This design comes from an exercise in tuning for small area, a short achievable clock period and few clock cycles on the open sky130 flow, not from production work.
No functional check of the RTL was part of any run shown here.
Power and IR drop assume default switching activity.

File: design.v
module montctx32 (
    input  wire        clk,
    input  wire        rst,       
    input  wire        start,     
    input  wire [1:0]  variant,
    input  wire [31:0] n,
    output wire        ready,
    output reg         done,
    output wire [3:0]  status,
    output wire [31:0] ninv,
    output reg  [31:0] rmodn,
    output wire [31:0] r2modn
);
    localparam [1:0] S_IDLE  = 2'd0,
                     S_SETUP = 2'd1,
                     S_RUN   = 2'd2;
    reg [1:0]  state;
    reg        ready_q;
    reg [4:0]  cnt;
    reg [31:0] n_q;
    reg [33:0] n3_q;      
    reg [1:0]  v_q;
    reg [1:0]  st_q;      
    reg        st0_q;     
    reg [31:0] r_q;       
    reg [31:0] z_q;       
    reg [31:0] c_q;       
    reg        cin_q;     
    assign ready  = ready_q;
    assign status = {1'b0, st_q, st0_q};
    assign ninv   = z_q;
    assign r2modn = r_q;
    wire accept = start & ready_q;
    reg [31:0] maxmod;
    always @(*) begin
        case (v_q)
            2'd0: maxmod = 32'hFFFF_FFFF;
            2'd1: maxmod = 32'h7FFF_FFFF;
            2'd2: maxmod = 32'h3FFF_FFFF;
            default: maxmod = 32'h2AAA_AAA9;
        endcase
    end
    wire is_even  = ~n_q[0];
    wire is_one   = (n_q == 32'd1);
    wire is_range = (n_q > maxmod);
    wire bad      = is_even | is_one | is_range;
    wire [15:0] pr;                      
    wire [15:0] psm;                     
    genvar g;
    generate
        for (g = 0; g < 16; g = g + 1) begin : g_pair
            assign pr[g]  = n_q[2*g+1] | n_q[2*g];
            assign psm[g] = |pr[15:g];
        end
    endgenerate
    wire [15:0] ptop = psm & ~{1'b0, psm[15:1]};     
    reg  [31:0] r_init;
    reg  [4:0]  half;                                
    integer k;
    always @(*) begin
        r_init = 32'd0;
        half   = 5'd0;
        for (k = 0; k < 16; k = k + 1) begin
            r_init[2*k] = ptop[k];
            if (ptop[k]) half = half | k[4:0];
        end
    end
    wire [33:0] n3 = {2'b0, n_q} + {1'b0, n_q, 1'b0};
    wire [33:0] r4  = {r_q, 2'b00};
    wire [34:0] c1, c2, c3;              
    add_sk #(35) u_c1 (.a({1'b0, r4}), .b(~{3'b0, n_q}),       .ci(1'b1), .y(c1));
    add_sk #(35) u_c2 (.a({1'b0, r4}), .b(~{2'b0, n_q, 1'b0}), .ci(1'b1), .y(c2));
    add_sk #(35) u_c3 (.a({1'b0, r4}), .b(~{1'b0, n3_q}),      .ci(1'b1), .y(c3));
    wire        setup = (state == S_SETUP);
    wire        sel3 = ~setup & ~c3[34];
    wire        sel2 = ~setup & c3[34] & ~c2[34];
    wire        sel1 = ~setup & c2[34] & ~c1[34];
    wire        sel0 = ~setup & c1[34];
    wire [31:0] r_next = ({32{sel3}} & c3[31:0]) | ({32{sel2}} & c2[31:0]) |
                         ({32{sel1}} & c1[31:0]) | ({32{sel0}} & r4[31:0]) |
                         ({32{setup}} & r_init);
    wire [1:0]  t_lo = z_q[1:0] + c_q[1:0] + {1'b0, cin_q};
    wire        d0 = t_lo[0];
    wire        d1 = t_lo[1] ^ (t_lo[0] & n_q[1]);
    wire [31:0] dn = d1 ? (d0 ? n3_q[31:0] : {n_q[30:0], 1'b0})
                        : (d0 ? n_q : 32'd0);
    wire [31:0] fa_s = z_q ^ c_q ^ ~dn;
    wire [31:0] fa_c = (z_q & c_q) | (z_q & ~dn) | (c_q & ~dn);
    wire [32:0] cy   = {fa_c, cin_q};                 
    wire [2:0]  lo_sum = {1'b0, fa_s[1:0]} + {1'b0, cy[1:0]} + 3'd1;
    wire        cin_nx = lo_sum[2];
    wire [31:0] tmask;                   
    generate
        for (g = 0; g < 30; g = g + 1) begin : g_mask
            assign tmask[g] = ({cnt[3:0], 1'b0} <= 5'd29 - g);
        end
    endgenerate
    assign tmask[31:30] = 2'b00;
    wire [31:0] z_next = {d1, d0, (tmask[29:0] & fa_s[31:2]) | (~tmask[29:0] & z_q[31:2])};
    wire [31:0] c_next = {2'b00, tmask[29:0] & cy[31:2]};
    always @(posedge clk) begin
        done <= 1'b0;
        n3_q <= n3;
        case (state)
            S_SETUP: begin
                r_q   <= r_next;
                z_q   <= 32'd1;
                c_q   <= 32'd0;
                cin_q <= 1'b0;
                cnt   <= half;
                st_q  <= {bad, ~is_even & ~is_one & is_range};
                st0_q <= ~is_even & is_one;
                if (bad) begin
                    done  <= 1'b1;
                    state <= S_IDLE;
                end else begin
                    state <= S_RUN;
                end
            end
            S_RUN: begin
                r_q <= r_next;
                z_q   <= (cnt == 5'd15) ? 32'd1 : z_next;
                c_q   <= (cnt == 5'd15) ? 32'd0 : c_next;
                cin_q <= (cnt != 5'd15) & cin_nx;
                cnt <= cnt + 5'd1;
                if (cnt == 5'd16)
                    rmodn <= r_q;
                if (cnt == 5'd31) begin
                    done  <= 1'b1;
                    state <= accept ? S_SETUP : S_IDLE;
                end
            end
            default: begin
                r_q   <= r_next;
                z_q   <= z_next;
                c_q   <= c_next;
                cin_q <= cin_nx;
                if (accept)
                    state <= S_SETUP;
            end
        endcase
        if (accept) begin
            n_q <= n;
            v_q <= variant;
        end
        ready_q <= 1'b0;
        if ((state == S_IDLE & ~accept) | (state == S_SETUP & bad) |
            (state == S_RUN & cnt == 5'd31 & ~accept) |
            (state == S_RUN & cnt == 5'd30))
            ready_q <= 1'b1;
        if (rst) begin
            state   <= S_IDLE;
            done    <= 1'b0;
            ready_q <= 1'b1;
        end
    end
endmodule
module add_sk #(parameter W = 35) (
    input  wire [W-1:0] a,
    input  wire [W-1:0] b,
    input  wire         ci,
    output wire [W-1:0] y
);
    localparam LV = (W > 32) ? 6 : (W > 16) ? 5 : (W > 8) ? 4 : 3;    
    wire [W-1:0] g0 = a & b;
    wire [W-1:0] p0 = a ^ b;
    wire [W-1:0] gl [0:LV];
    wire [W-1:0] pl [0:LV];
    assign gl[0] = {g0[W-1:1], g0[0] | (p0[0] & ci)};
    assign pl[0] = p0;
    genvar l, i;
    generate
        for (l = 0; l < LV; l = l + 1) begin : g_lv
            for (i = 0; i < W; i = i + 1) begin : g_bit
                if ((i >> l) & 1) begin : g_op
                    localparam integer J = ((i >> l) << l) - 1;
                    assign gl[l+1][i] = gl[l][i] | (pl[l][i] & gl[l][J]);
                    assign pl[l+1][i] = pl[l][i] & pl[l][J];
                end else begin : g_pass
                    assign gl[l+1][i] = gl[l][i];
                    assign pl[l+1][i] = pl[l][i];
                end
            end
        end
    endgenerate
    assign y = p0 ^ {gl[LV][W-2:0], ci};
endmodule
File: run.sh
#!/bin/bash
# synth_recipe.tcl (not shown) runs the flow's synth.tcl, then flattens the netlist and writes it again
# the make line also repeats each setting of config.mk as NAME=value (left out here)
make -C /OpenROAD-flow-scripts/flow DESIGN_CONFIG=/design/flow/config.mk WORK_HOME=/design/flow/orfs CLKGATE_MAP_FILE= SYNTH_SCRIPT=/design/flow/synth_recipe.tcl finish
File: config.mk
export PLATFORM = sky130hd
export DESIGN_NAME = montctx32
export DESIGN_NICKNAME = montctx32
export VERILOG_FILES = /design/flow/design.v
export SDC_FILE = /design/flow/constraint.sdc
export NUM_CORES = 4
export LEC_CHECK = 0
export CAP_MARGIN = 20
export CORE_MARGIN = 2
export CORE_UTILIZATION = 40
export SETUP_SLACK_MARGIN = 2.4
export SLEW_MARGIN = 20
export TNS_END_PERCENT = 0
File: constraint.sdc
create_clock -name core_clock -period 5.0 [get_ports {clk}]
set_input_delay 1.0000 -clock core_clock [delete_from_list [all_inputs] [get_ports {clk}]]
set_output_delay 1.0000 -clock core_clock [all_outputs]
set_load 0.01 [all_outputs]
==> impl_metrics.sql, run 1 <==
INSERT INTO impl_metrics (metric_group, metric, value, unit) VALUES
('cells_and_area', 'total_area_of_multi_input_combinational_cells', '9487', 'um2'),
('cts', 'tritoncts', 'yes', ''),
('logic_synthesis', 'synth_seq_cells', '207', ''),
('cells_and_area', 'layout_commonest_cell', 'sky130_fd_sc_hd__ha_1', ''),
('timing', 'fin_ws', '1.805', 'ns'),
('timing', 'fmax', '313.0', 'MHz'),
('floorplanning', 'design.die.area', '38700', 'um2'),
('setup_path', 'cp_common_cell', 'sky130_fd_sc_hd__a221o_1', ''),
('placed_design', 'io_buffers', '137', ''),
('power', 'power.sequential.fraction', '0.208', ''),
('route', 'route.antenna.remaining_nets', '0', ''),
('logic_synthesis', 'proportion_of_netlist_area_held_by_the_largest_area_contributor', '0.1792', ''),
('cells_and_area', 'fillcell_total', '3411', ''),
('placed_design', 'detailedPlacementHpwl', '34340', 'um'),
('cts', 'sinks_on_clock_net', '207', ''),
('setup_path', 'worstSetupStartpointType', 'register', ''),
('global_route', 'global_router_s_overall_resource_usage', '0.2331', ''),
('cells_and_area', 'most-common-layout-cells', 'sky130_fd_sc_hd__ha_1 (165), sky130_fd_sc_hd__inv_1 (149), sky130_fd_sc_hd__clkdlybuf4s50_1 (137)', ''),
('logic_synthesis', 'netlist_top_cells_area', 'sky130_fd_sc_hd__dfxtp_1 (18%), sky130_fd_sc_hd__edfxtp_1 (15%), sky130_fd_sc_hd__ha_1 (15%), sky130_fd_sc_hd__fa_1 (5.9%), sky130_fd_sc_hd__a21oi_1 (4.4%)', ''),
('cells_and_area', 'drive_gt1_frac', '0.1162', ''),
('power', 'pwr-share-comb', '0.655', ''),
('setup_path', 'endpoint_kind', 'register', ''),
('logic_synthesis', 'avgSynthCellArea', '9.093', 'um2'),
('power', 'cellInternalPower', '6966', 'uW'),
('route', 'remaining_drc_errors', '0', ''),
('logic_synthesis', 'post_synth_num_cell_types', '83', ''),
('cts', 'source_to_sink_clock_delay_at_the_later_pin_of_the_worst_skew_pair', '0.54', 'ns'),
('cells_and_area', 'ff_latch_area', '4892', 'um2'),
('cells_and_area', 'final_net_count', '2085', ''),
('run_status', 'run_status', 'complete, no violations', ''),
('floorplanning', 'core-area', '36610', 'um2'),
('power', 'netSwitchingFraction', '0.4712', ''),
('power', 'static-leakage-power', '0.007625', 'uW'),
('timing', 'slew_at_the_pin_closest_to_its_max_slew_limit', '1.101', 'ns'),
('power', 'design_power_total', '13170', 'uW'),
('global_route', 'antenna_found_initial', '0', ''),
('timing', 'clock_skew', '0.01404', 'ns'),
('setup_path', 'path_cells', 'ha_1 -> a21oi_1 -> o21ai_1 -> a221o_1 -> nand2b_1 -> or3_1 -> nand3_4 -> nor4_4 -> buf_6 -> a221o_1 -> a211o_1', ''),
('logic_synthesis', 'synth_top_area_cell', 'sky130_fd_sc_hd__dfxtp_1', ''),
('floorplanning', 'start_util', '0.4058', ''),
('cts', 'clock_path_buffers', '3', ''),
('setup_path', 'cp_data_arrival_time', '3.62', 'ns'),
('setup_path', 'critPathSlowestCell', 'sky130_fd_sc_hd__or3_1', ''),
('logic_synthesis', 'synthesis.area', '14860', 'um2'),
('timing', 'final.setup.tns', '0', 'ns'),
('flow_run', 'cap_viol_max_count', '0', ''),
('global_route', 'grt_pass1_wl', '70370', 'um'),
('cells_and_area', 'area_growth', '24.32', '%'),
('route', 'first_pass_iters', '5', ''),
('floorplanning', 'ios', '139', ''),
('cts', 'hold_buffers', '0', ''),
('cts', 'clk_pin_slew_worst_paths', '0.06', 'ns'),
('route', 'total_routed_length', '45710', 'um'),
('logic_synthesis', 'async_reset_ff_frac', '0', ''),
('power', 'cellPowerDensity', '713.2', 'nW/um2'),
('cts', 'ctsRootBufferMaster', 'sky130_fd_sc_hd__clkbuf_16', ''),
('power', 'p_sw', '6207', 'uW'),
('logic_synthesis', 'syn-num-nets', '1888', ''),
('logic_synthesis', 'number_of_enable_type_register_cells_in_the_synthesized_netlist', '74', ''),
('power', 'power_frac_clock', '0.138', ''),
('cts', 'cts.htree.levels', '1', ''),
('setup_path', 'critPathRequiredTime', '5.43', 'ns'),
('timing', 'final_max_slew_viol_count', '0', ''),
('timing', 'max_slew_headroom', '0.2601', ''),
('logic_synthesis', 'yosys_warning_total', '2', ''),
('timing', 'final_period_minus_worst_setup_slack', '3.195', 'ns'),
('global_route', 'gr_overflow_total', '0', ''),
('setup_path', 'critPathKind', 'register to register', ''),
('worst_hold_path', 'holdCritPathClass', 'register to register', ''),
('cells_and_area', 'n_antenna_cell', '0', ''),
('setup_path', 'cpLargestDelayFamily', 'compound AO/OA/AOI/OAI gates', '');
synth_stat cells (14+ instances only):
master / number
sky130_fd_sc_hd__and3_1: 17
sky130_fd_sc_hd__fa_1: 44
sky130_fd_sc_hd__a211oi_1: 29
sky130_fd_sc_hd__ha_1: 173
sky130_fd_sc_hd__a21oi_1: 132
sky130_fd_sc_hd__nand3_1: 56
sky130_fd_sc_hd__nor3_1: 29
sky130_fd_sc_hd__o21bai_1: 17
sky130_fd_sc_hd__nand2_1: 88
sky130_fd_sc_hd__edfxtp_1: 74
sky130_fd_sc_hd__xnor2_1: 57
sky130_fd_sc_hd__o211ai_1: 14
sky130_fd_sc_hd__a21o_1: 41
sky130_fd_sc_hd__xor2_1: 49
sky130_fd_sc_hd__nand4_1: 20
sky130_fd_sc_hd__clkbuf_1: 36
sky130_fd_sc_hd__nor2_1: 134
sky130_fd_sc_hd__dfxtp_1: 133
sky130_fd_sc_hd__inv_1: 174
sky130_fd_sc_hd__o21ai_0: 85
metrics by stage:
stage	cells	util	hold WS, ns	instance area [um2]
5_1_grt	2319	0.5045	0.5465	18470
6_report	2319	0.5045	0.5100	18470
3_5_place_dp	2206	0.4599	0.5004	16840
3_3_place_gp	2206	0.4599	0.5055	16840
4_1_cts	2308	0.4993	0.5169	18280
2_1_floorplan	1634	-	0.4579	14980
registers in the layout (all words and copies together) (netlist names), 2 cells and up:
signal / flops
v_q: 2
state: 2
st_q: 2
cnt: 5
rmodn: 32
n3_q: 34
z_q: 32
c_q: 30
n_q: 32
r_q: 32
power by group through the flow:
stage / combinational (uW) / clock (uW) / sequential [uW]
CTS: 8280 / 1850 / 2720
global route: 9520 / 1920 / 2790
detailed placement: 7680 / 0 / 2760
global placement: 7590 / 0 / 2750
floorplan: 5410 / 0 / 2670
finish: 8620 / 1810 / 2740
per-layer routing:
layer	share of wire	global-route usage	up-vias
met1	0.47	0.3422	6189
met4	0.022	0.06154	0
met2	0.44	0.3591	437
li1	-	-	6279
met5	0	0	-
met3	0.068	0.03251	53
final cells by class:
type,instances,area share
well taps,468,0.03170
clock buffers,38,0.04152
repair buffers,213,0.1094
multi-input cells,1208,0.5136
clock inverters,10,0.002845
flip-flops and latches,207,0.2649
inverters,175,0.03610
tightest hold or removal path, delay by kind of cell (launching register included):
kind / cells / cell delay (ns)
AOI/OAI and AO/OA: 1 / 0.05
and+or+nand+nor: 1 / 0.07
DFF: 1 / 0.34
cell families (layout without fill, tap and decap cells):
logic type / after synthesis / in the layout / synth area share
buf+inv: 221 / 436 / 0.05878
other cells: 1 / 1 / 0.0002524
compound gates: 456 / 457 / 0.2041
xor+xnor: 106 / 106 / 0.06248
fa+ha+maj: 218 / 218 / 0.2056
simple gates: 418 / 419 / 0.1350
mux: 7 / 7 / 0.004968
flops: 207 / 207 / 0.3288
final timing paths:
kind / startpoint / end / slack, ns / depth (start not counted)
hold / removal: z_q[30] / z_q[28] / 0.51 / 2
setup / recovery: r_q[15] / r_q[22] / 1.81 / 11
hold reg to reg: z_q[30] / z_q[28] / 0.51 / 2
setup reg to reg: r_q[15] / r_q[22] / 1.81 / 11
timing repair:
action	4_1_cts	5_1_grt
resized for setup	55	25
buffers inserted	52	10
setup endpoints to repair	185	198
cloned	2	1
pin swaps	21	17
==> inputs of run 2 (changes only) <==
--- a/design.v
+++ b/design.v
@@ -18,6 +18,6 @@
     reg        ready_q;
     reg [4:0]  cnt;
-    reg [31:0] n_q;
-    reg [33:0] n3_q;      
+    reg [31:0] nc_q;      
+    reg [33:0] n3c_q;     
     reg [1:0]  v_q;
     reg [1:0]  st_q;      
@@ -41,7 +41,7 @@
         endcase
     end
-    wire is_even  = ~n_q[0];
-    wire is_one   = (n_q == 32'd1);
-    wire is_range = (n_q > maxmod);
+    wire is_even  = nc_q[0];
+    wire is_one   = (nc_q == 32'hFFFF_FFFE);
+    wire is_range = (nc_q < ~maxmod);
     wire bad      = is_even | is_one | is_range;
     wire [15:0] pr;                      
@@ -50,5 +50,5 @@
     generate
         for (g = 0; g < 16; g = g + 1) begin : g_pair
-            assign pr[g]  = n_q[2*g+1] | n_q[2*g];
+            assign pr[g]  = ~(nc_q[2*g+1] & nc_q[2*g]);
             assign psm[g] = |pr[15:g];
         end
@@ -66,10 +66,11 @@
         end
     end
-    wire [33:0] n3 = {2'b0, n_q} + {1'b0, n_q, 1'b0};
+    wire [33:0] n3c;
+    add_sk #(34) u_n3 (.a({2'b11, nc_q}), .b({1'b1, nc_q, 1'b1}), .ci(1'b1), .y(n3c));
     wire [33:0] r4  = {r_q, 2'b00};
     wire [34:0] c1, c2, c3;              
-    add_sk #(35) u_c1 (.a({1'b0, r4}), .b(~{3'b0, n_q}),       .ci(1'b1), .y(c1));
-    add_sk #(35) u_c2 (.a({1'b0, r4}), .b(~{2'b0, n_q, 1'b0}), .ci(1'b1), .y(c2));
-    add_sk #(35) u_c3 (.a({1'b0, r4}), .b(~{1'b0, n3_q}),      .ci(1'b1), .y(c3));
+    add_sk #(35) u_c1 (.a({1'b0, r4}), .b({3'b111, nc_q}),      .ci(1'b1), .y(c1));
+    add_sk #(35) u_c2 (.a({1'b0, r4}), .b({2'b11, nc_q, 1'b1}), .ci(1'b1), .y(c2));
+    add_sk #(35) u_c3 (.a({1'b0, r4}), .b({1'b1, n3c_q}),       .ci(1'b1), .y(c3));
     wire        setup = (state == S_SETUP);
     wire        sel3 = ~setup & ~c3[34];
@@ -82,9 +83,9 @@
     wire [1:0]  t_lo = z_q[1:0] + c_q[1:0] + {1'b0, cin_q};
     wire        d0 = t_lo[0];
-    wire        d1 = t_lo[1] ^ (t_lo[0] & n_q[1]);
-    wire [31:0] dn = d1 ? (d0 ? n3_q[31:0] : {n_q[30:0], 1'b0})
-                        : (d0 ? n_q : 32'd0);
-    wire [31:0] fa_s = z_q ^ c_q ^ ~dn;
-    wire [31:0] fa_c = (z_q & c_q) | (z_q & ~dn) | (c_q & ~dn);
+    wire        d1 = t_lo[1] ^ (t_lo[0] & ~nc_q[1]);
+    wire [31:0] ndn = d1 ? (d0 ? n3c_q[31:0] : {nc_q[30:0], 1'b1})    
+                         : (d0 ? nc_q : 32'hFFFF_FFFF);
+    wire [31:0] fa_s = z_q ^ c_q ^ ndn;
+    wire [31:0] fa_c = (z_q & c_q) | (z_q & ndn) | (c_q & ndn);
     wire [32:0] cy   = {fa_c, cin_q};                 
     wire [2:0]  lo_sum = {1'b0, fa_s[1:0]} + {1'b0, cy[1:0]} + 3'd1;
@@ -101,5 +102,5 @@
     always @(posedge clk) begin
         done <= 1'b0;
-        n3_q <= n3;
+        n3c_q <= n3c;
         case (state)
             S_SETUP: begin
@@ -141,5 +142,5 @@
         endcase
         if (accept) begin
-            n_q <= n;
+            nc_q <= ~n;
             v_q <= variant;
         end
==> impl_metrics.sql, run 2 <==
INSERT INTO impl_metrics (metric_group, metric, value, unit) VALUES
('floorplanning', 'core-area', '34540', 'um2'),
('setup_path', 'timing.reg2reg.worst_path_depth', '13', ''),
('logic_synthesis', 'netlist_top_cells_area', 'sky130_fd_sc_hd__dfxtp_1 (19%), sky130_fd_sc_hd__edfxtp_1 (16%), sky130_fd_sc_hd__ha_1 (14%), sky130_fd_sc_hd__fa_1 (6.7%), sky130_fd_sc_hd__inv_1 (3.8%)', ''),
('setup_path', 'worstSetupPathDepth', '13', ''),
('logic_synthesis', 'synthesis.area', '14050', 'um2'),
('route', 'highest_layer', 'met4', ''),
('cells_and_area', 'drive_gt1_frac', '0.1137', ''),
('route', 'total_routed_length', '44470', 'um'),
('power', 'cellPowerDensity', '708.7', 'nW/um2'),
('cells_and_area', 'most-common-layout-cells', 'sky130_fd_sc_hd__ha_1 (148), sky130_fd_sc_hd__inv_1 (142), sky130_fd_sc_hd__clkdlybuf4s50_1 (137)', ''),
('route', 'wl_per_cell', '20.49', 'um'),
('logic_synthesis', 'postSynthCellCount', '1489', ''),
('timing', 'final.setup.tns', '0', 'ns'),
('cells_and_area', 'layout_commonest_cell', 'sky130_fd_sc_hd__ha_1', ''),
('global_route', 'first_global_vias', '11630', ''),
('floorplanning', 'ios', '139', ''),
('cells_and_area', 'n_antenna_cell', '0', ''),
('power', 'vdd_ir_drop_max', '0.4827', 'mV'),
('power', 'pwr-share-comb', '0.621', ''),
('logic_synthesis', 'synth_seq_cells', '207', ''),
('cts', 'clk_pin_slew_worst_paths', '0.07', 'ns'),
('setup_path', 'endpoint_kind', 'register', ''),
('route', 'detailedRoute.firstIterationViolations', '1024', ''),
('logic_synthesis', 'post_synth_num_cell_types', '84', ''),
('logic_synthesis', 'syn-num-nets', '1729', ''),
('placed_design', 'finalWeightedCongestion', '0.9388', ''),
('setup_path', 'critPathSlowestCell', 'sky130_fd_sc_hd__edfxtp_1', ''),
('setup_path', 'critPathKind', 'register to register', ''),
('cells_and_area', 'finish.cell_count_without_fillers', '2170', ''),
('timing', 'final_period_minus_worst_setup_slack', '3.341', 'ns'),
('power', 'p_sw', '5758', 'uW'),
('timing', 'period_share', '0.6682', ''),
('cells_and_area', 'area_growth', '26.32', '%'),
('logic_synthesis', 'yosys_warning_total', '3', ''),
('placed_design', 'io_buffers', '137', ''),
('placed_design', 'detailedPlacementHpwl', '32610', 'um'),
('cells_and_area', 'fin_util', '0.5137', ''),
('route', 'remaining_drc_errors', '0', ''),
('cts', 'sinks_on_clock_net', '207', ''),
('cells_and_area', 'fillcell_total', '3230', ''),
('timing', 'clock_skew', '0.02330', 'ns'),
('timing', 'slew_at_the_pin_closest_to_its_max_slew_limit', '1.103', 'ns'),
('setup_path', 'cp_data_arrival_time', '3.86', 'ns'),
('cts', 'tritoncts', 'yes', ''),
('route', 'route.vias.total', '12060', ''),
('power', 'design_power_total', '12580', 'uW'),
('cts', 'cts.htree.levels', '1', ''),
('cells_and_area', 'top_register', 'n3c_q', ''),
('worst_hold_path', 'hold_path_end', 'state[1]', ''),
('logic_synthesis', 'synth_top_flop_cell', 'sky130_fd_sc_hd__dfxtp_1', ''),
('setup_path', 'path_cells', 'buf_6 -> ha_4 -> o21a_1 -> o31a_1 -> o41a_1 -> a31oi_4 -> o21bai_4 -> a21o_1 -> o21a_1 -> o41a_1 -> a21oi_2 -> ha_1 -> inv_1', ''),
('flow_run', 'cap_viol_max_count', '0', ''),
('logic_synthesis', 'synth.yosys.seq_area_share', '0.3477', ''),
('run_status', 'run_status', 'complete, no violations', ''),
('route', 'routed-wl-met2', '20360', 'um'),
('power', 'power_frac_clock', '0.160', ''),
('global_route', 'grt_pass1_wl', '66730', 'um'),
('floorplanning', 'core.rowCount', '68', ''),
('floorplanning', 'start_util', '0.4067', ''),
('placed_design', 'placed_cells_incl_taps', '2051', ''),
('timing', 'fin_ws', '1.659', 'ns'),
('worst_hold_path', 'holdCritPathClass', 'register to register', ''),
('logic_synthesis', 'proportion_of_netlist_area_held_by_the_largest_area_contributor', '0.1895', ''),
('setup_path', 'worstReg2RegStart', 'nc_q[2]', ''),
('worst_hold_path', 'hold_path_depth', '2', ''),
('setup_path', 'critical_path_peak_fanout', '5', ''),
('global_route', 'pin_count_of_the_biggest_net_entering_global_routing', '56', ''),
('placed_design', 'placement.setup.worst_slack', '0.9848', 'ns'),
('logic_synthesis', 'async_reset_ff_frac', '0', ''),
('cts', 'clock_path_buffers', '3', ''),
('global_route', 'gr_overflow_total', '0', ''),
('power', 'netSwitchingFraction', '0.4579', ''),
('logic_synthesis', 'number_of_enable_type_register_cells_in_the_synthesized_netlist', '74', ''),
('timing', 'final_max_slew_viol_count', '0', ''),
('cts', 'cts_inserted_buffers', '26', ''),
('route', 'met3WireLength', '2242', 'um'),
('timing', 'timing_hold_violations_final', '0', ''),
('logic_synthesis', 'synth_top_area_cell', 'sky130_fd_sc_hd__dfxtp_1', ''),
('power', 'cellInternalPower', '6818', 'uW'),
('global_route', 'global_router_s_overall_resource_usage', '0.2392', ''),
('logic_synthesis', 'avgSynthCellArea', '9.434', 'um2'),
('setup_path', 'cpLargestDelayFamily', 'compound AO/OA/AOI/OAI gates', ''),
('cts', 'source_to_sink_clock_delay_at_the_later_pin_of_the_worst_skew_pair', '0.56', 'ns'),
('setup_path', 'r2r_slack', '1.66', 'ns'),
('global_route', 'antenna_found_initial', '0', ''),
('setup_path', 'timing.rr.end', 'n3c_q[32]', ''),
('setup_path', 'worstSetupStartpointType', 'register', ''),
('setup_path', 'max_stage_delay', '0.52', 'ns'),
('cts', 'ctsRootBufferMaster', 'sky130_fd_sc_hd__clkbuf_16', ''),
('timing', 'report.final.setup_viol', '0', ''),
('cells_and_area', 'largest_register_ff_count', '34', ''),
('route', 'route.antenna.remaining_nets', '0', ''),
('setup_path', 'path_buf_inv', '2', ''),
('floorplanning', 'design.die.area', '36630', 'um2'),
('floorplanning', 'die_width', '191.4', 'um'),
('setup_path', 'critPathRequiredTime', '5.52', 'ns'),
('timing', 'fmax', '299.3', 'MHz'),
('logic_synthesis', 'synth.cells.most_frequent', 'sky130_fd_sc_hd__ha_1 (156), sky130_fd_sc_hd__inv_1 (143), sky130_fd_sc_hd__dfxtp_1 (133)', ''),
('route', 'vias_per_cell', '5.556', ''),
('route', 'metal1_wirelength', '19950', 'um'),
('timing', 'setup_repair_after_global_routing_missed_its_margin', 'yes', ''),
('route', 'first_pass_iters', '5', ''),
('power', 'power.sequential.fraction', '0.218', ''),
('logic_synthesis', 'most_common_cell_in_the_synthesized_netlist', 'sky130_fd_sc_hd__ha_1', ''),
('worst_hold_path', 'hold_start', 'state[1]', ''),
('cells_and_area', 'final_net_count', '1935', ''),
('power', 'static-leakage-power', '0.007195', 'uW'),
('floorplanning', 'dieHeight', '191.4', 'um'),
('timing', 'max_slew_headroom', '0.2639', '');
==> run 2: changes by cell type in the layout (fill, tap and decap cells not counted), sizes merged, moves of 11 or more <==
cell	delta
nand3	-28
a221o	+12
a21oi	-42
nor2	-23
ha	-17
o22ai	+11
a21o	-11
inv	-29
o31ai	+20
nand2	+27
o21ai	-35
==> run 2: per-stage QoR <==
step	hold WS (ns)	instance area [um2]
floorplan	0.4151	14050
global placement	0.4960	15960
detailed placement	0.4970	15970
CTS	0.5070	17340
global route	0.5416	17740
finish	0.5208	17740
==> run 2: worst max path at each step <==
stage,startpoint,to
5_1_grt,nc_q[2],n3c_q[32]
6_report,nc_q[2],n3c_q[32]
4_1_cts,nc_q[2],n3c_q[32]
3_5_place_dp,nc_q[2],r_q[25]
3_3_place_gp,v_q[1],state[1]
2_1_floorplan,nc_q[1],n3c_q[32]
==> run 2: kinds of logic (layout without fill, tap and decap cells) <==
logic type / count (synthesis) / in the layout / synth area share
muxes: 9 / 9 / 0.006502
and+or+nand+nor: 392 / 393 / 0.1327
AOI/OAI and AO/OA: 393 / 394 / 0.1943
adders and majority gates: 204 / 204 / 0.2066
buffers and inverters: 186 / 410 / 0.05139
xor gates and xnor gates: 97 / 97 / 0.06048
other: 1 / 1 / 0.0002670
DFF: 207 / 207 / 0.3477
==> run 2: worst register-to-register path, delay by kind of cell, from the launching register on <==
| family | cells | cell delay, ns |
|---|---|---|
| buf+inv | 2 | 0.23 |
| compound gates | 9 | 2.08 |
| flops | 1 | 0.52 |
| fa+ha+maj | 2 | 0.47 |
==> run 2: area by class of cell <==
class	instances	area (um2)	area share
Multi-Input combinational cell	1098	8821	0.4971
Sequential cell	207	4888	0.2755
Timing Repair Buffer	219	2014	0.1135
Clock buffer	40	817.0	0.04604
Tap cell	455	569.3	0.03208
Inverter	143	536.8	0.03025
Clock inverter	8	97.59	0.005500
==> run 2: power by group through the flow <==
| stage | sequential [uW] | clock (uW) | combinational (uW) |
|---|---|---|---|
| floorplan | 2660 | 0 | 5040 |
| global placement | 2800 | 0 | 7210 |
| detailed placement | 2800 | 0 | 7300 |
| CTS | 2740 | 2050 | 7590 |
| global route | 2790 | 2110 | 8620 |
| finish | 2750 | 2010 | 7810 |
==> run 2: what timing repair did <==
item                                    4_1_cts  5_1_grt
endpoints found under the setup margin      157      202
hold buffers                                  0        0
pin swaps                                    12       18
gates cloned                                  2        0
buffers inserted                             43       26
gates resized for setup                      21       35
==> run 2: routing by layer <==
| metal | vias to the layer above | track usage |
|---|---|---|
| met1 | 5799 | 0.3223 |
| met5 | - | 0 |
| met4 | 0 | 0.09645 |
| met3 | 104 | 0.03139 |
| met2 | 348 | 0.3873 |
| li1 | 5805 | - |
==> inputs of run 3 (changes only) <==
--- a/config.mk
+++ b/config.mk
@@ -8,5 +8,5 @@
 export CAP_MARGIN = 20
 export CORE_MARGIN = 2
-export CORE_UTILIZATION = 40
+export CORE_UTILIZATION = 55
 export SETUP_SLACK_MARGIN = 2.4
 export SLEW_MARGIN = 20
==> impl_metrics.sql, run 3 <==
INSERT INTO impl_metrics (metric_group, metric, value, unit) VALUES
('run_status', 'run_status', 'complete, no violations', ''),
('setup_path', 'critPathSlowestCell', 'sky130_fd_sc_hd__edfxtp_1', ''),
('worst_hold_path', 'hold_path_end', 'z_q[12]', ''),
('cts', 'source_to_sink_clock_delay_at_the_later_pin_of_the_worst_skew_pair', '0.53', 'ns'),
('setup_path', 'max_stage_delay', '0.55', 'ns'),
('logic_synthesis', 'synth.yosys.seq_area_share', '0.3477', ''),
('setup_path', 'critical_path_peak_fanout', '8', ''),
('floorplanning', 'start_util', '0.5594', ''),
('cells_and_area', 'top_register', 'n3c_q', ''),
('floorplanning', 'core.rowCount', '58', ''),
('cells_and_area', 'most-common-layout-cells', 'sky130_fd_sc_hd__ha_1 (151), sky130_fd_sc_hd__inv_1 (142), sky130_fd_sc_hd__clkdlybuf4s50_1 (137)', ''),
('setup_path', 'timing.rr.end', 'r_q[20]', ''),
('logic_synthesis', 'most_common_cell_in_the_synthesized_netlist', 'sky130_fd_sc_hd__ha_1', ''),
('logic_synthesis', 'synth.cells.most_frequent', 'sky130_fd_sc_hd__ha_1 (156), sky130_fd_sc_hd__inv_1 (143), sky130_fd_sc_hd__dfxtp_1 (133)', ''),
('power', 'power_frac_clock', '0.146', ''),
('worst_hold_path', 'hold_path_depth', '2', ''),
('logic_synthesis', 'synthesis.area', '14050', 'um2'),
('floorplanning', 'dieHeight', '163.8', 'um'),
('cts', 'sinks_on_clock_net', '207', ''),
('floorplanning', 'design.die.area', '26840', 'um2'),
('route', 'detailedRoute.firstIterationViolations', '952', ''),
('logic_synthesis', 'synth_top_flop_cell', 'sky130_fd_sc_hd__dfxtp_1', ''),
('timing', 'setup_repair_after_global_routing_missed_its_margin', 'yes', ''),
('setup_path', 'cp_common_cell', 'sky130_fd_sc_hd__a221o_1', ''),
('route', 'remaining_drc_errors', '0', ''),
('route', 'first_pass_iters', '5', ''),
('setup_path', 'critPathKind', 'register to register', ''),
('global_route', 'globalRouteMet3Util', '0.03409', ''),
('power', 'power.sequential.fraction', '0.220', ''),
('global_route', 'gr_overflow_total', '0', ''),
('logic_synthesis', 'yosys_warning_total', '3', ''),
('timing', 'timing_hold_violations_final', '0', ''),
('floorplanning', 'ios', '139', ''),
('power', 'cellPowerDensity', '711.0', 'nW/um2'),
('power', 'cellInternalPower', '6708', 'uW'),
('cells_and_area', 'finish.cell_count_without_fillers', '2038', ''),
('logic_synthesis', 'postSynthCellCount', '1489', ''),
('cts', 'clock_path_buffers', '3', ''),
('global_route', 'antenna_found_initial', '0', ''),
('setup_path', 'worstSetupStartpointType', 'register', ''),
('cts', 'hold_buffers', '0', ''),
('logic_synthesis', 'post_synth_num_cell_types', '84', ''),
('placed_design', 'detailedPlacementHpwl', '31240', 'um'),
('cells_and_area', 'fin_util', '0.6955', ''),
('worst_hold_path', 'holdCritPathClass', 'register to register', ''),
('setup_path', 'cpLargestDelayFamily', 'compound AO/OA/AOI/OAI gates', ''),
('logic_synthesis', 'number_of_enable_type_register_cells_in_the_synthesized_netlist', '74', ''),
('power', 'static-leakage-power', '0.007127', 'uW'),
('timing', 'final_max_slew_viol_count', '0', ''),
('placed_design', 'io_buffers', '137', ''),
('cells_and_area', 'layout_commonest_cell', 'sky130_fd_sc_hd__ha_1', ''),
('timing', 'fmax', '297.2', 'MHz'),
('worst_hold_path', 'hold_start', 'z_q[14]', ''),
('global_route', 'first_global_vias', '11600', ''),
('cts', 'tritoncts', 'yes', ''),
('placed_design', 'placed_cells_incl_taps', '1930', ''),
('setup_path', 'path_cells', 'ha_4 -> a21oi_1 -> o21ai_1 -> a22oi_2 -> a21oi_4 -> o21ai_4 -> o31ai_4 -> a31oi_4 -> a221o_1 -> a221o_1', ''),
('logic_synthesis', 'avgSynthCellArea', '9.434', 'um2'),
('power', 'vdd_ir_drop_max', '0.4774', 'mV'),
('timing', 'report.final.setup_viol', '0', ''),
('floorplanning', 'core-area', '25110', 'um2'),
('cells_and_area', 'largest_register_ff_count', '34', ''),
('timing', 'period_share', '0.6730', ''),
('logic_synthesis', 'async_reset_ff_frac', '0', ''),
('route', 'total_routed_length', '42420', 'um'),
('route', 'wl_per_cell', '20.82', 'um'),
('logic_synthesis', 'syn-num-nets', '1729', ''),
('global_route', 'global_route.usage.met1', '0.4291', ''),
('logic_synthesis', 'synth_top_area_cell', 'sky130_fd_sc_hd__dfxtp_1', ''),
('setup_path', 'critPathRequiredTime', '5.41', 'ns'),
('timing', 'fin_worst_hold_slack', '0.5149', 'ns'),
('cts', 'ctsRootBufferMaster', 'sky130_fd_sc_hd__clkbuf_16', ''),
('setup_path', 'cp_data_arrival_time', '3.78', 'ns'),
('setup_path', 'timing.reg2reg.worst_path_depth', '10', ''),
('cells_and_area', 'final_net_count', '1930', ''),
('logic_synthesis', 'synth_seq_cells', '207', ''),
('route', 'vias_per_cell', '5.992', ''),
('timing', 'clock_skew', '0.01021', 'ns'),
('timing', 'final_period_minus_worst_setup_slack', '3.365', 'ns'),
('setup_path', 'startpoint_of_the_worst_setup_timing_path', 'nc_q[9]', ''),
('cells_and_area', 'area_growth', '24.32', '%'),
('global_route', 'grtUsageMet2', '0.5288', ''),
('global_route', 'pin_count_of_the_biggest_net_entering_global_routing', '56', ''),
('placed_design', 'post_dp_cell_area', '15840', 'um2'),
('global_route', 'busiest_layer', 'met2', ''),
('logic_synthesis', 'netlist_top_cells_area', 'sky130_fd_sc_hd__dfxtp_1 (19%), sky130_fd_sc_hd__edfxtp_1 (16%), sky130_fd_sc_hd__ha_1 (14%), sky130_fd_sc_hd__fa_1 (6.7%), sky130_fd_sc_hd__inv_1 (3.8%)', ''),
('route', 'route.vias.total', '12210', ''),
('logic_synthesis', 'proportion_of_netlist_area_held_by_the_largest_area_contributor', '0.1895', ''),
('timing', 'slew_at_the_pin_closest_to_its_max_slew_limit', '0.9522', 'ns'),
('setup_path', 'path_buf_inv', '0', ''),
('cts', 'cts_inserted_buffers', '25', ''),
('timing', 'max_slew_headroom', '0.3610', ''),
('route', 'route.antenna.remaining_nets', '0', ''),
('cts', 'cts.htree.levels', '1', ''),
('power', 'pwr-share-comb', '0.634', ''),
('setup_path', 'r2r_slack', '1.63', 'ns'),
('setup_path', 'worstReg2RegStart', 'nc_q[9]', ''),
('cells_and_area', 'design_area', '17460', 'um2'),
('timing', 'final.setup.tns', '0', 'ns'),
('cts', 'clk_pin_slew_worst_paths', '0.06', 'ns'),
('power', 'netSwitchingFraction', '0.4597', ''),
('cells_and_area', 'n_antenna_cell', '0', ''),
('setup_path', 'endpoint_kind', 'register', ''),
('flow_run', 'cap_viol_max_count', '0', ''),
('floorplanning', 'die_width', '163.8', 'um'),
('placed_design', 'finalWeightedCongestion', '0.9305', ''),
('power', 'p_sw', '5709', 'uW'),
('cells_and_area', 'drive_gt1_frac', '0.1089', ''),
('global_route', 'grt_pass1_wl', '64780', 'um'),
('global_route', 'global_router_s_overall_resource_usage', '0.3126', '');
run 3: cell types whose count changed in the layout (fill, tap and decap cells not counted), sizes merged:
cell    change
a31o        -1
buf         -3
bufinv      -1
clkbuf      -2
clkinv      +1
inv         -1
run 3: how the worst max path moves through the flow:
stage / cells past startpoint / slack, ns / endpoint
final: 10 / 1.63 / r_q[20]
after global routing: 10 / 1.56 / r_q[20]
after CTS: 12 / 1.68 / n3c_q[32]
after detailed placement: 10 / 0.89 / r_q[25]
after global placement: 10 / 1.00 / r_q[25]
after floorplan: 12 / 1.82 / n3c_q[32]
run 3: cells by family (layout without fill, tap and decap cells):
group,Yosys count,in the layout,synth area share
XOR/XNOR,97,97,0.06048
flip-flops,207,207,0.3477
AO/OA/AOI/OAI,393,393,0.1943
multiplexers,9,9,0.006502
adder cells (fa/ha/maj),204,204,0.2066
buffers and inverters,186,404,0.05139
AND/OR/NAND/NOR,392,393,0.1327
other,1,1,0.0002670
run 3: cell type report:
type                            instances  area, um2
Multi-Input combinational cell       1097       8826
Timing Repair Buffer                  216       1984
Tap cell                              330      412.9
Fill cell                            2079       7646
Sequential cell                       207       4890
Inverter                              143      536.8
Clock inverter                          7      66.31
Clock buffer                           38      747.0
run 3: metrics by stage:
step,power [uW],setup WS (ns)
CTS,12130,1.678
detailed placement,10030,0.8857
global route,13340,1.556
floorplan,7705,1.824
global placement,9922,1.004
finish,12420,1.635
run 3: routing by layer:
layer | up-vias | part of all wire | wire, um
met4 | 0 | 0.026 | 1107
met3 | 69 | 0.051 | 2171
li1 | 5789 | - | -
met2 | 397 | 0.49 | 20630
met5 | - | 0 | 0
met1 | 5957 | 0.44 | 18510
run 3: power by group through the flow:
stage	sequential (uW)	clock (uW)	combinational [uW]
after floorplan	2660	0	5040
after global placement	2760	0	7160
after detailed placement	2760	0	7260
after CTS	2730	1830	7580
after global routing	2780	1890	8680
final	2730	1810	7880
run 3: timing repair:
action                                  CTS  global route
endpoints found under the setup margin  148           189
resized for setup                        26            34
pin swaps                                12            19
buffers inserted                         26            36
gates cloned                              1             0
run 3: tightest hold or removal path: stages, from the launching register on:
cell and delay (ns):
sky130_fd_sc_hd__dfxtp_1 0.31, sky130_fd_sc_hd__nor2_1 0.10, sky130_fd_sc_hd__a211oi_1 0.05

-- afterwards: timing with drivers on the ports --
Ports are ideal in the flow. The routed layouts listed here were re-timed in OpenROAD. Step 1 assumes that a clkbuf_16 drives the clock port and a buf_2 every other input. Step 2 moves the port delays by t, midway between the first and last clock arrival at a register: inputs arrive t later, outputs are due t later. That takes back most of the time a late clock gives input paths. Slacks: ideal ports / drivers / drivers and shift; pairs: ideal ports / drivers.
| run | t (ns) | setup WS [ns] | worst hold slack (ns) | worst slew at a driven data input, ns |
|---|---|---|---|---|
| run 1 | 0.585 | 1.805 / 1.805 / 1.805 | 0.510 / 0.510 / 0.510 | 0.04 |
| run 2 | 0.603 | 1.659 / 1.659 / 1.659 | 0.521 / 0.521 / 0.521 | 0.04 |
| run 3 | 0.571 | 1.635 / 1.635 / 1.635 | 0.515 / 0.515 / 0.515 | 0.04 |
After both steps setup and hold are still met in every run listed.
